This is an optimization exercise on Yosys and OpenROAD, whose aim is small area, a short achievable clock period and few clock cycles per item, not a production implementation. At most, simulation tests tie the RTL to the original design; equivalence was not proved. No activity file was given, so power comes from the tool's default toggle rates.

== MS ==
Design rtp_h264_depkt32, start of the top module:
module rtp_h264_depkt32 (
    input  wire        clk,
    input  wire        rst,
    input  wire        cfg_strict_f,
    input  wire        cfg_zero_byte,
    input  wire        in_valid,
    output wire        in_ready,
    input  wire [31:0] in_data,
    input  wire [2:0]  in_cnt,
    input  wire        in_last,
    output wire        out_valid,
    input  wire        out_ready,
    output wire [31:0] out_data,
    output wire [2:0]  out_cnt,
    output wire        res_valid,
    output wire [2:0]  res_cause,
    output wire [4:0]  res_flags
);
Size in the first run: ~590 cells after synthesis, about 88 I/O pins.
clock: 7.0 ns
lec_check: 0
abc_area: 1
cap_margin: 20
core_margin: 2
core_utilization: 40
setup_slack_margin: 2.9
slew_margin: 20
standard.sh (not shown) runs the stock make flow with config.mk's settings and CLKGATE_MAP_FILE= SYNTH_SCRIPT=/design/flow/synth_recipe.tcl, a recipe that flattens the netlist after the stock synthesis.
==> flow/flow/run.sh <==
#!/bin/bash
# The standard layout (standard.sh) with two changes:
#  - ABC maps for area (map -a) in synthesis: ORFS's scripts are copied and
#    their abc_area.script replaced with flow/abc_area.script (ABC_AREA is
#    set in config.mk); synthesis is otherwise the standard flow's own, so the registers
#    and their names are the standard synthesis's;
#  - the port buffers are buf_2 cells instead of the default delay buffers.
# The make output goes to standard.log; each step's log is under orfs/logs.
set -euo pipefail
rm -rf scripts_abc
cp -r "$FLOW_HOME/scripts" scripts_abc
cp flow/abc_area.script scripts_abc/abc_area.script
export SCRIPTS_DIR="$PWD/scripts_abc"
export BUFFER_PORTS_ARGS="-buffer_cell sky130_fd_sc_hd__buf_2"
bash standard.sh > standard.log 2>&1
==> flow/flow/abc_area.script <==
strash
dch
map -a
topo
stime -c
buffer -c
upsize -c
dnsize -c
Testbench counts of MS, summed over its fixed seeds: cycles 48,649, in bytes 177,094.
diff inputs: MS => JK
diff --git a/flow/design.v b/flow/design.v
--- a/flow/design.v
+++ b/flow/design.v
@@ -145,21 +145,23 @@
     wire active = in_valid && (st != S_RES);
     wire wants  = (st == S_IDLE) || (st == S_COPY) || (st == S_HDR) || (st == S_UNIT);
     wire fire   = active && (!wants || out_ready);
     wire ending = fire && bdone && in_last;
     assign out_valid = in_valid && (((st == S_IDLE) && (is_single || (is_fu && fu_start))) ||
                                     (st == S_COPY) || (st == S_UNIT) ||
                                     ((st == S_HDR) && !rem_zero));
     assign in_ready  = in_valid && (((st == S_COPY) && out_ready) || (st == S_DRAIN) || (st == S_SKIP) ||
                                     ((st == S_SZ) && seg_all) ||
                                     ((st == S_UNIT) && seg_all && out_ready));
-    assign res_valid = (st == S_RES) || (st == S_COPY && in_valid && in_last && out_ready);
+    wire   unit_done = (st == S_UNIT) && (e == {1'b0, in_cnt}) && !ufbit;
+    assign res_valid = (st == S_RES) ||
+                       (((st == S_COPY) || unit_done) && in_valid && in_last && out_ready);
     assign res_cause = (st != S_RES) ? C_OK :
                        (err == C_TRUNC_UNIT && rem_zero) ? C_ZERO_SIZE : err;
     assign res_flags = (st == S_RES && err != C_OK) ? 5'd0 : flags;
     wire       sel_pre = (st == S_IDLE) || (st == S_HDR);
     wire       sel_e   = (st == S_UNIT) && (e[3:2] == 2'b00 || e == 4'd4);
     wire [2:0] emp     = e[2:0] - {1'b0, p};
     wire       big     = zb4 || ((st == S_IDLE) && t0[4] && t0[3]);
     wire [7:0] lane3   = (st == S_IDLE) ? ((t0[4] && t0[3]) ? {b0[7:5], b1[4:0]} : 8'h01) :
                          (st == S_HDR)  ? 8'h01 : in_data[31:24];
     always @(*) begin
@@ -253,21 +255,21 @@
                     end else begin
                         if (!in_last)
                             remain <= remain_dec;
                         e <= (remain_dec[15:3] != 13'd0) ? 4'hf : {1'b0, remain_dec[2:0]};
                     end
                 end
                 default: ;
             endcase
             if (bdone)
                 p <= 2'd0;
-            if (ending && st != S_COPY) begin
+            if (ending && st != S_COPY && !unit_done) begin
                 st  <= S_RES;
                 err <= end_cause;
             end else if (ending)
                 st <= S_IDLE;
         end
     end
 endmodule
 module rtp_h264_depkt32 (
     input  wire        clk,
     input  wire        rst,
## What came out
Final-layout clock-cell area share across JK and MS: no real change. Per the comparison of JK with MS, number of cells in the finished layout apart from fillers saw an increase, global-route total usage across every layer barely changed, final-layout worst hold slack up 0.0034 ns, growth of design area from synthesis to finish increased by 0.94 points relative to the old numbers, post-synthesis mux area share decreased 0.75 points. Delta (JK minus MS): worst IR drop on VDD higher, depth of the most critical reg-to-reg path higher, final weighted congestion in routability-driven placement lower, combined area of all synthesized cells higher. Minimum clock period, JK and MS, higher one = JK. The post-DP HPWL of JK was inferior to that of MS. Count of clock-buffer cells in the layout essentially unchanged between JK and MS.
Only the layout flow was run in JK; the RTL was not checked for function there.

v22:
rtp_h264_depkt32, a different RTL version from the one above (not shown whole).
Size: ~680 cells after synthesis, about 38 flip-flops, ~88 I/O pins, roughly 4300 um2 of cells after synthesis.
==> module rtp_h264_depkt32, before the edit <==
module rtp_h264_depkt32 (
    input  wire        clk,
    input  wire        rst,
    input  wire        cfg_strict_f,
    input  wire        cfg_zero_byte,
    input  wire        in_valid,
    output wire        in_ready,
    input  wire [31:0] in_data,
    input  wire [2:0]  in_cnt,
    input  wire        in_last,
    output wire        out_valid,
    input  wire        out_ready,
    output wire [31:0] out_data,
    output wire [2:0]  out_cnt,
    output wire        res_valid,
    output wire [2:0]  res_cause,
    output wire [4:0]  res_flags
);
    depkt_core core (
        .clk(clk), .rst(rst),
        .cfg_strict_f(cfg_strict_f), .cfg_zero_byte(cfg_zero_byte),
        .in_valid(in_valid), .in_ready(in_ready), .in_data(in_data), .in_cnt(in_cnt),
        .in_last(in_last),
        .out_valid(out_valid), .out_ready(out_ready), .out_data(out_data), .out_cnt(out_cnt),
        .res_valid(res_valid), .res_cause(res_cause), .res_flags(res_flags)
    );
endmodule
export LEC_CHECK = 0
export ABC_AREA = 1
export CAP_MARGIN = 20
export CORE_MARGIN = 2
export CORE_UTILIZATION = 40
export SETUP_SLACK_MARGIN = 2
export SLEW_MARGIN = 20
create_clock -name core_clock -period 7.0 [get_ports {clk}]
==> flow/flow/run.sh <==
#!/bin/bash
set -euo pipefail
export BUFFER_PORTS_ARGS="-buffer_cell sky130_fd_sc_hd__buf_4"
bash standard.sh > standard.log 2>&1
Testbench counts of v22, summed over its fixed seeds: cycles 48,534, in bytes 177,094.
Inputs modified between v22 and v33:
diff --git a/flow/design.v b/flow/design.v
--- a/flow/design.v
+++ b/flow/design.v
@@ -275,9 +275,30 @@
     output wire [4:0]  res_flags
 );
+    reg        bv;           
+    reg [31:0] bdata;
+    reg [2:0]  bcnt;
+    reg        blast;
+    reg        bstrict;      
+    reg        bzero;
+    wire       c_ready;
+    assign in_ready = !bv || c_ready;
+    always @(posedge clk) begin
+        if (rst)
+            bv <= 1'b0;
+        else if (in_ready)
+            bv <= in_valid;
+        if (in_ready) begin
+            bdata   <= in_data;
+            bcnt    <= in_cnt;
+            blast   <= in_last;
+            bstrict <= cfg_strict_f;
+            bzero   <= cfg_zero_byte;
+        end
+    end
     depkt_core core (
         .clk(clk), .rst(rst),
-        .cfg_strict_f(cfg_strict_f), .cfg_zero_byte(cfg_zero_byte),
-        .in_valid(in_valid), .in_ready(in_ready), .in_data(in_data), .in_cnt(in_cnt),
-        .in_last(in_last),
+        .cfg_strict_f(bstrict), .cfg_zero_byte(bzero),
+        .in_valid(bv), .in_ready(c_ready), .in_data(bdata), .in_cnt(bcnt),
+        .in_last(blast),
         .out_valid(out_valid), .out_ready(out_ready), .out_data(out_data), .out_cnt(out_cnt),
         .res_valid(res_valid), .res_cause(res_cause), .res_flags(res_flags)
--- outcome ---
Result for v22 and v33: all clean. Summary of the comparison: critical path depth is lower in v33, relative to v22. Higher number of sinks on the clock net was reported by v33, not v22. Diff v22 -> v33 | layout filler cell count | up by more than 10%. Looking only at clock network latency to the later pin of the worst-skew pair, and setting everything else aside, the higher value of v22 and v33 goes to v33. Combinational share of power: v33 vs v22 down 18 points. Delta (v33 minus v22): routed wire length climbed about 9%, fraction of area in non-clock buffers fell 2.8 points, critical path arrival decreased by 120 ps relative to the old numbers. Cmp v22 and v33 / share of power burned in the clock network / lower: v22. Relative to v22, synthesis-to-layout area growth has increased by 0.28 points in v33. Measured against each other, v22 and v33 differ in final clock period utilization by the worst path, the lower figure coming from v33. The number of nets produced by synthesis in v22 is 0.943 times that in v33. v33 vs v22, combined buffer and inverter count along the critical path went down by 2.
Only the layout flow was run in v33; the RTL was not checked for function there.

== the baseline ==
rtp_h264_depkt32, a different RTL version from the one above (not shown whole).
Size in the first run: roughly 660 cells after synthesis, roughly 74 flip-flops, about 88 I/O pins.
==> module rtp_h264_depkt32, before the edit <==
module rtp_h264_depkt32 (
    input  wire        clk,
    input  wire        rst,
    input  wire        cfg_strict_f,
    input  wire        cfg_zero_byte,
    input  wire        in_valid,
    output wire        in_ready,
    input  wire [31:0] in_data,
    input  wire [2:0]  in_cnt,
    input  wire        in_last,
    output wire        out_valid,
    input  wire        out_ready,
    output wire [31:0] out_data,
    output wire [2:0]  out_cnt,
    output wire        res_valid,
    output wire [2:0]  res_cause,
    output wire [4:0]  res_flags
);
    reg        bv;           
    reg [31:0] bdata;
    reg [2:0]  bcnt;
    reg        blast;
    reg        bstrict;      
    reg        bzero;
    wire       c_ready;
    assign in_ready = !bv || c_ready;
    always @(posedge clk) begin
        if (rst)
            bv <= 1'b0;
        else if (in_ready)
            bv <= in_valid;
        if (in_ready) begin
            bdata   <= in_data;
            bcnt    <= in_cnt;
            blast   <= in_last;
            bstrict <= cfg_strict_f;
            bzero   <= cfg_zero_byte;
        end
    end
    depkt_core core (
        .clk(clk), .rst(rst),
        .cfg_strict_f(bstrict), .cfg_zero_byte(bzero),
        .in_valid(bv), .in_ready(c_ready), .in_data(bdata), .in_cnt(bcnt),
        .in_last(blast),
        .out_valid(out_valid), .out_ready(out_ready), .out_data(out_data), .out_cnt(out_cnt),
        .res_valid(res_valid), .res_cause(res_cause), .res_flags(res_flags)
    );
endmodule
Settings: LEC_CHECK=0, CAP_MARGIN=20, CORE_MARGIN=2, CORE_UTILIZATION=40, SETUP_SLACK_MARGIN=2, SLEW_MARGIN=20; clock period 7.0 ns.
run.sh (not shown) runs the stock make flow with config.mk's settings and CLKGATE_MAP_FILE= SYNTH_SCRIPT=/design/flow/synth_recipe.tcl, a recipe that flattens the netlist after the stock synthesis.
Stock flow here: none of the scripts above is used.
No stage failed in the baseline, and the final checks on the layout all came back clean.
Setup changes, the baseline to the candidate
--- a/flow/design.v
+++ b/flow/design.v
@@ -267,30 +267,9 @@
     output wire [4:0]  res_flags
 );
-    reg        bv;           
-    reg [31:0] bdata;
-    reg [2:0]  bcnt;
-    reg        blast;
-    reg        bstrict;      
-    reg        bzero;
-    wire       c_ready;
-    assign in_ready = !bv || c_ready;
-    always @(posedge clk) begin
-        if (rst)
-            bv <= 1'b0;
-        else if (in_ready)
-            bv <= in_valid;
-        if (in_ready) begin
-            bdata   <= in_data;
-            bcnt    <= in_cnt;
-            blast   <= in_last;
-            bstrict <= cfg_strict_f;
-            bzero   <= cfg_zero_byte;
-        end
-    end
     depkt_core core (
         .clk(clk), .rst(rst),
-        .cfg_strict_f(bstrict), .cfg_zero_byte(bzero),
-        .in_valid(bv), .in_ready(c_ready), .in_data(bdata), .in_cnt(bcnt),
-        .in_last(blast),
+        .cfg_strict_f(cfg_strict_f), .cfg_zero_byte(cfg_zero_byte),
+        .in_valid(in_valid), .in_ready(in_ready), .in_data(in_data), .in_cnt(in_cnt),
+        .in_last(in_last),
         .out_valid(out_valid), .out_ready(out_ready), .out_data(out_data), .out_cnt(out_cnt),
         .res_valid(res_valid), .res_cause(res_cause), .res_flags(res_flags)
==> comparison <==
As far as count of input and output buffers goes, the candidate and the baseline are indistinguishable; the numbers are identical.
Multi-input combinational area share, the baseline and the candidate: higher on the candidate
When the final numbers for the baseline and the candidate were put side by side, the share of cell area taken by muxes after synthesis turned out to be smaller in the baseline.
The candidate vs. the baseline: relative slew slack saw an increase; setup slack saw a decrease; global-route usage saw an increase.
No run of this note included a check of the RTL's function; only the layout flow was run.

## re-timing with driven ports
The results above use ideal ports. As a check the final layouts listed here were re-extracted and re-timed, cells and wires unchanged. Step 1 (the two cells are an assumption about what drives the block):
set clk [get_ports {clk}]
set_driving_cell -lib_cell sky130_fd_sc_hd__clkbuf_16 $clk
set_driving_cell -lib_cell sky130_fd_sc_hd__buf_2 [delete_from_list [all_inputs] $clk]
Step 2 moves the port delays by t, midway between the first and last clock arrival at a register: inputs arrive t later, outputs are due t later. That takes back most of the time a late clock gives input paths. a / b / c = no drivers / after step 1 / after step 2; a / b = the first two.
| run | t (ns) | setup WS [ns] | latest minus earliest clock arrival (ns) |
|---|---|---|---|
| MS | 0.328 | 2.940 / 2.902 / 2.902 | 0.007 / 0.007 |
| JK | 0.332 | 2.889 / 2.864 / 2.864 | 0.020 / 0.020 |
| v22 | 0.329 | 2.804 / 2.779 / 2.779 | 0.009 / 0.009 |
| v33 | 0.387 | 2.915 / 2.876 / 2.981 | 0.006 / 0.006 |
| the baseline | 0.393 | 2.060 / 2.018 / 2.253 | 0.009 / 0.009 |
| the candidate | 0.337 | 1.928 / 1.886 / 1.856 | 0.008 / 0.008 |
After both steps setup and hold are still met in every run listed. For the candidate, which loses most, drivers alone change the setup slack by -0.042 ns; drivers and shift together by -0.072 ns.
